Source: an optimization exercise on an open RTL-to-GDS flow (aim: small area, a short achievable clock period and few clock cycles per item). Production flows keep margins and buffers that such runs may drop. Function was checked by simulation only, so behaviour that the tests miss may differ from the original. Power figures rest on the tool's default switching activity, not on a simulated workload.

run A:
// cffu_chk
module cffu_chk (
    input  wire        clk,
    input  wire        rst,           
    input  wire        cmd_valid,
    output wire        cmd_ready,
    input  wire        cmd_crc32,     
    input  wire [19:0] cmd_len,       
    input  wire [31:0] cmd_expect,    
    input  wire        in_valid,
    output wire        in_ready,
    input  wire [31:0] in_data,
    output reg         done,
    output wire [31:0] result,
    output reg         match
);
    localparam [31:0] CRC_POLY = 32'hEDB88320;
    reg         cr_q;         
    reg         rdy_q;        
    reg         st_ini;       
    reg         st_run;       
    reg         st_afin;      
    reg         st_inv;       
    reg         st_fin;       
    reg  [3:0]  kcnt;
    reg         qstep, a_ex, b_ex;
    reg  [4:0]  icnt;
    reg         empty;        
    reg         alg_crc;
    reg  [1:0]  zpad;         
    reg  [31:0] expect_q;
    reg  [17:0] wcnt;         
    reg         wpart;        
    reg  [31:0] in_q;
    reg         in_v, in_l;
    reg  [9:0]  sw_s;
    reg  [10:0] sw_t;         
    reg  [11:0] sw_w;
    reg         sw_v, sw_l;
    reg  [16:0] xq;           
    reg         ga_q, gb_q;   
    reg  [15:0] lo, hi;       
    reg         a16;          
    reg  [1:0]  bh;           
    assign cmd_ready = cr_q;
    assign in_ready  = rdy_q;
  ...
Size: roughly 1600 cells after synthesis.
Settings: LEC_CHECK=0, CAP_MARGIN=20, CORE_MARGIN=2, CORE_UTILIZATION=50, SETUP_SLACK_MARGIN=5, SLEW_MARGIN=20, TNS_END_PERCENT=5; clock period 8.0 ns.
standard.sh (not shown) runs the stock make flow with config.mk's settings and CLKGATE_MAP_FILE= SYNTH_SCRIPT=/design/flow/synth_recipe.tcl, a recipe that flattens the netlist after the stock synthesis.
==> flow/flow/run.sh <==
#!/bin/bash
# Standard synthesis, then the combinational logic between the standard
# synthesis's registers is re-mapped by ABC for delay (registers, their names
# and cell types are kept as they are), then the standard layout with
# port buffers of our choosing.
set -euo pipefail
W=$(pwd)
R=$W/orfs/results/$FLOW_PLATFORM/cffu_chk/base
LIB=$FLOW_HOME/platforms/$FLOW_PLATFORM/lib/sky130_fd_sc_hd__tt_025C_1v80.lib

bash standard.sh synth > $W/flow_synth.log 2>&1

cp $R/1_2_yosys.v $W/standard_synth.v
DUARGS=""
for c in $(cat $W/flow/dontuse.txt); do DUARGS="$DUARGS -dont_use $c"; done
sed -e "s#@LIB@#$LIB#g" -e "s#@IN@#$W/standard_synth.v#" -e "s#@OUT@#$W/remapped.v#" \
    -e "s#@SCRIPT@#$W/flow/remap.abc#" -e "s#@DU@#$DUARGS#" $W/flow/remap.ys > $W/remap_run.ys
yosys -l $W/flow_remap.log -q $W/remap_run.ys > /dev/null 2>&1
cp $W/remapped.v $R/1_2_yosys.v
rm -f $R/1_synth.odb $R/1_synth.sdc

# repair settings, if any
if [[ -f $W/flow/env.sh ]]; then source $W/flow/env.sh; fi
# port buffers: see flow/ports.tcl
export DONT_BUFFER_PORTS=1
export PRE_GLOBAL_PLACE_TCL=$W/flow/ports.tcl
bash standard.sh > $W/flow_layout.log 2>&1
==> flow/flow/env.sh <==
export SETUP_MOVE_SEQUENCE=unbuffer,sizeup,swap,clone
Other scripts of this flow, unchanged in this note and not shown: flow/flow/dontuse.txt, flow/flow/ports.tcl, flow/flow/remap.abc, flow/flow/remap.ys
Testbench counts of run A, summed over its fixed seeds: cycles 47,128, bytes 184,073.
Changes in run B relative to run A:
==> flow/flow/env.sh <==
export SETUP_MOVE_SEQUENCE=unbuffer,sizeup,swap,buffer,clone
- In summary, run B completed successfully, with a layout that passed the timing, design-rule and antenna checks.
- Diff run A -> run B | number of instances resized during post-cts repair | decrease of about 7%
- Storage element area essentially unchanged between run A and run B.
- Between run B and run A, the difference in global-route wire length before repair is negligible.
diff inputs: run B => run C
- TNS_END_PERCENT changed from 5 to 0
- CORE_UTILIZATION changed from 50 to 45
==> flow/flow/env.sh <==
export SETUP_MOVE_SEQUENCE=unbuffer,sizeup,swap,clone
Results
Run C vs run B, post-cts repair resize count went down by 24%. Of run C and run B, it is run C that has the higher worst-case headroom to the max-slew limit. Slack of the worst reg-to-reg path in run C vs run B: down 0.09 ns. Run B ended up with hi[3] as its capturing element of the worst setup path; run C ended up with xq[14]. Between run C and run B, global-route usage is higher for run B, run C comes in under that. Going from run B to run C, post-route fraction of the period consumed by the critical path has increased, via count of the first global-routing pass has decreased, hold slack has remained practically unchanged. sky130_fd_sc_hd__dfxtp_2 as the cell at the slowest stage of the critical path was reported by run C, and sky130_fd_sc_hd__dfxtp_1 by run B.
Relative to run C, the following input files were edited for run D:
- CORE_UTILIZATION changed from 45 to 52
==> results.txt <==
Taking run C as the reference, in run D wire length moved down; final routed wire length divided by cell count higher; global-route usage rose by 4.4 points; post-route worst setup slack increased 0.052 ns; cell area lower. Of run C and run D, the run reporting the higher clock period minus worst slack was run C.

========
Another version of the RTL of cffu_chk (not shown whole).
Size: about 1500 cells after synthesis, roughly 130 I/O pins, ~14000 sq um of cells after synthesis.
// cffu_chk
module cffu_chk (
    input  wire        clk,
    input  wire        rst,           
    input  wire        cmd_valid,
    output wire        cmd_ready,
    input  wire        cmd_crc32,     
    input  wire [19:0] cmd_len,       
    input  wire [31:0] cmd_expect,    
    input  wire        in_valid,
    output wire        in_ready,
    input  wire [31:0] in_data,
    output reg         done,
    output wire [31:0] result,
    output reg         match
);
    localparam [31:0] CRC_POLY = 32'hEDB88320;
    reg         cr_q;         
    reg         rdy_q;        
    reg         st_ini;       
    reg         st_run;       
    reg         st_afin;      
    reg         st_inv;       
    reg         st_fin;       
    reg  [3:0]  kcnt;
    reg         qstep, a_ex, b_ex;
    reg  [4:0]  icnt;
    reg         empty;        
    reg         alg_crc;
    reg  [1:0]  zpad;         
    reg  [31:0] expect_q;
    reg  [17:0] wcnt;         
    reg  [31:0] in_q;
    reg         in_v, in_l;
    reg  [9:0]  sw_s;
    reg  [11:0] sw_w;
    reg         sw_v, sw_l;
    reg  [16:0] xq;           
    reg         ga_q, gb_q;   
    reg  [15:0] lo, hi;       
    reg         a16;          
    reg  [1:0]  bh;           
    assign cmd_ready = cr_q;
    assign in_ready  = rdy_q;
    assign result    = {hi, lo};
    wire accept = cmd_valid & cr_q;
    wire crc_last = st_run & alg_crc & in_v & in_l;
    wire adl_last = st_run & !alg_crc & sw_v & sw_l;
    wire take   = in_valid & rdy_q;
    function [17:0] ks_add(input [17:0] a, input [17:0] b);
        integer i, d;
        reg [17:0] g, p, gg, pp;
        begin
            p  = a ^ b;
            g  = a & b;
            gg = g;
            pp = p;
            for (d = 1; d < 18; d = d * 2)
                for (i = 17; i >= d; i = i - 1) begin
                    gg[i] = gg[i] | (pp[i] & gg[i-d]);
                    pp[i] = pp[i] & pp[i-d];
                end
            ks_add = p ^ {gg[16:0], 1'b0};
        end
    endfunction
    function [17:0] csa_s(input [17:0] a, input [17:0] b, input [17:0] c);
        csa_s = a ^ b ^ c;
    endfunction
    function [17:0] csa_c(input [17:0] a, input [17:0] b, input [17:0] c);
  ...
clock: 8.0 ns
lec_check: 0
cap_margin: 20
core_margin: 2
core_utilization: 52
setup_slack_margin: 5
slew_margin: 20
==> flow/flow/dontuse.txt <==
sky130_fd_sc_hd__probe_p_8 sky130_fd_sc_hd__probec_p_8 sky130_fd_sc_hd__lpflow_bleeder_1 sky130_fd_sc_hd__lpflow_clkbufkapwr_1 sky130_fd_sc_hd__lpflow_clkbufkapwr_16 sky130_fd_sc_hd__lpflow_clkbufkapwr_2 sky130_fd_sc_hd__lpflow_clkbufkapwr_4 sky130_fd_sc_hd__lpflow_clkbufkapwr_8 sky130_fd_sc_hd__lpflow_clkinvkapwr_1 sky130_fd_sc_hd__lpflow_clkinvkapwr_16 sky130_fd_sc_hd__lpflow_clkinvkapwr_2 sky130_fd_sc_hd__lpflow_clkinvkapwr_4 sky130_fd_sc_hd__lpflow_clkinvkapwr_8 sky130_fd_sc_hd__lpflow_decapkapwr_12 sky130_fd_sc_hd__lpflow_decapkapwr_3 sky130_fd_sc_hd__lpflow_decapkapwr_4 sky130_fd_sc_hd__lpflow_decapkapwr_6 sky130_fd_sc_hd__lpflow_decapkapwr_8 sky130_fd_sc_hd__lpflow_inputiso0n_1 sky130_fd_sc_hd__lpflow_inputiso0p_1 sky130_fd_sc_hd__lpflow_inputiso1n_1 sky130_fd_sc_hd__lpflow_inputiso1p_1 sky130_fd_sc_hd__lpflow_inputisolatch_1 sky130_fd_sc_hd__lpflow_isobufsrc_1 sky130_fd_sc_hd__lpflow_isobufsrc_16 sky130_fd_sc_hd__lpflow_isobufsrc_2 sky130_fd_sc_hd__lpflow_isobufsrc_4 sky130_fd_sc_hd__lpflow_isobufsrc_8 sky130_fd_sc_hd__lpflow_isobufsrckapwr_16 sky130_fd_sc_hd__lpflow_lsbuf_lh_hl_isowell_tap_1 sky130_fd_sc_hd__lpflow_lsbuf_lh_hl_isowell_tap_2 sky130_fd_sc_hd__lpflow_lsbuf_lh_hl_isowell_tap_4 sky130_fd_sc_hd__lpflow_lsbuf_lh_isowell_4 sky130_fd_sc_hd__lpflow_lsbuf_lh_isowell_tap_1 sky130_fd_sc_hd__lpflow_lsbuf_lh_isowell_tap_2 sky130_fd_sc_hd__lpflow_lsbuf_lh_isowell_tap_4
==> flow/flow/env.sh <==
export SETUP_MOVE_SEQUENCE=unbuffer,sizeup,swap,clone
==> flow/flow/ports.tcl <==
# Port buffers (one per input and output port, as the standard flow makes):
# small buffers on the inputs, a stronger one on the outputs.
buffer_ports -inputs -buffer_cell sky130_fd_sc_hd__buf_1
buffer_ports -outputs -buffer_cell sky130_fd_sc_hd__buf_2
==> flow/flow/remap.abc <==
strash; &get -n; &dch; &nf -D 2000; &put
==> flow/flow/remap.ys <==
read_liberty -ignore_miss_func @LIB@
blackbox sky130_fd_sc_hd__df* sky130_fd_sc_hd__edf* sky130_fd_sc_hd__sdf* sky130_fd_sc_hd__dl* sky130_fd_sc_hd__sed*
read_verilog @IN@
hierarchy -top cffu_chk
flatten
opt -purge
abc -script @SCRIPT@ -liberty @LIB@ @DU@
opt_clean
hilomap -singleton -hicell sky130_fd_sc_hd__conb_1 HI -locell sky130_fd_sc_hd__conb_1 LO
splitnets
opt_clean -purge
stat -liberty @LIB@
write_verilog -noattr -noexpr -nohex -nodec @OUT@
Scripts as last shown in full above: flow/flow/run.sh
Testbench counts at the start, summed over its fixed seeds: cycles 47,128, bytes 184,073.
Edit:
==> flow/flow/remap.abc (replaced) <==
strash; dch; map -D 2000
Outcome: The changed run completed without violations. Worst setup slack improves by 0.0050 ns. Clock skew came out higher by 0.0035 ns. Design area came out higher by 5.5%. Global-route usage came out higher by 5.1 points. Cell count came out higher by 30%.
Edit:
Settings changed: TNS_END_PERCENT from default to 10.
Effect: Final cell count barely changes. Count of clock-buffer cells in the layout is unchanged. Worst hold slack barely changes. Worst setup slack degrades by 0.11 ns. Die area does not change. Clock skew is about the same. Global-route usage shrinks by 0.27 points. Power drops by a few percent.
Edit:
==> flow/flow/remap.abc (replaced) <==
strash; &get -n; &dch; &nf -D 2000; &put
Settings changed: TNS_END_PERCENT 10 to 0.
Count of clock-buffer cells in the layout increases by 3.
Cell count came out lower by about 23%.
Area after synthesis decreases by about 4.4%.
Register-to-register slack gets better by 0.11 ns.
Flip-flop and latch count is unchanged.
Setup slack is better by 0.11 ns.

==> afterwards: timing with drivers on the ports <==
No port has a modelled driver above. Below, the same layouts with a new extraction and two added sets of constraints.
Step 1 (the two cells are an assumption about what drives the block):
set clk [get_ports {clk}]
set_driving_cell -lib_cell sky130_fd_sc_hd__clkbuf_16 $clk
set_driving_cell -lib_cell sky130_fd_sc_hd__buf_2 [delete_from_list [all_inputs] $clk]
Step 2 also shifts input and output timing later by t, the mid clock arrival at the registers, as if the neighbouring blocks saw the same clock.
Slacks: ideal / step 1 / step 2; pairs: ideal / step 1.
run | t (ns) | slack for setup (ns) | hold WS [ns] | clock arrival spread, ns | worst register clock-pin slew, ns
run A | 0.496 | 4.870 / 4.870 / 4.870 | 0.457 / 0.461 / 0.461 | 0.027 / 0.027 | 0.10 / 0.10
run B | 0.495 | 4.836 / 4.836 / 4.836 | 0.457 / 0.461 / 0.461 | 0.021 / 0.021 | 0.09 / 0.09
run C | 0.504 | 4.747 / 4.747 / 4.747 | 0.456 / 0.460 / 0.460 | 0.021 / 0.021 | 0.08 / 0.08
run D | 0.506 | 4.799 / 4.799 / 4.799 | 0.454 / 0.458 / 0.458 | 0.019 / 0.019 | 0.09 / 0.09
the first run of note 2 | 0.497 | 4.604 / 4.604 / 4.221 | 0.438 / 0.438 / 0.438 | 0.017 / 0.017 | 0.09 / 0.09
the second run of note 2 | 0.507 | 4.609 / 4.586 / 4.079 | 0.404 / 0.404 / 0.404 | 0.019 / 0.020 | 0.09 / 0.09
the third run of note 2 | 0.506 | 4.502 / 4.502 / 4.091 | 0.406 / 0.406 / 0.406 | 0.021 / 0.021 | 0.09 / 0.09
the fourth run of note 2 | 0.483 | 4.613 / 4.613 / 4.249 | 0.465 / 0.469 / 0.469 | 0.020 / 0.020 | 0.08 / 0.08
After both steps setup and hold are still met in every run listed. The setup slack of the second run of note 2, which loses most, moves by -0.023 ns with the drivers and by -0.530 ns with both steps.
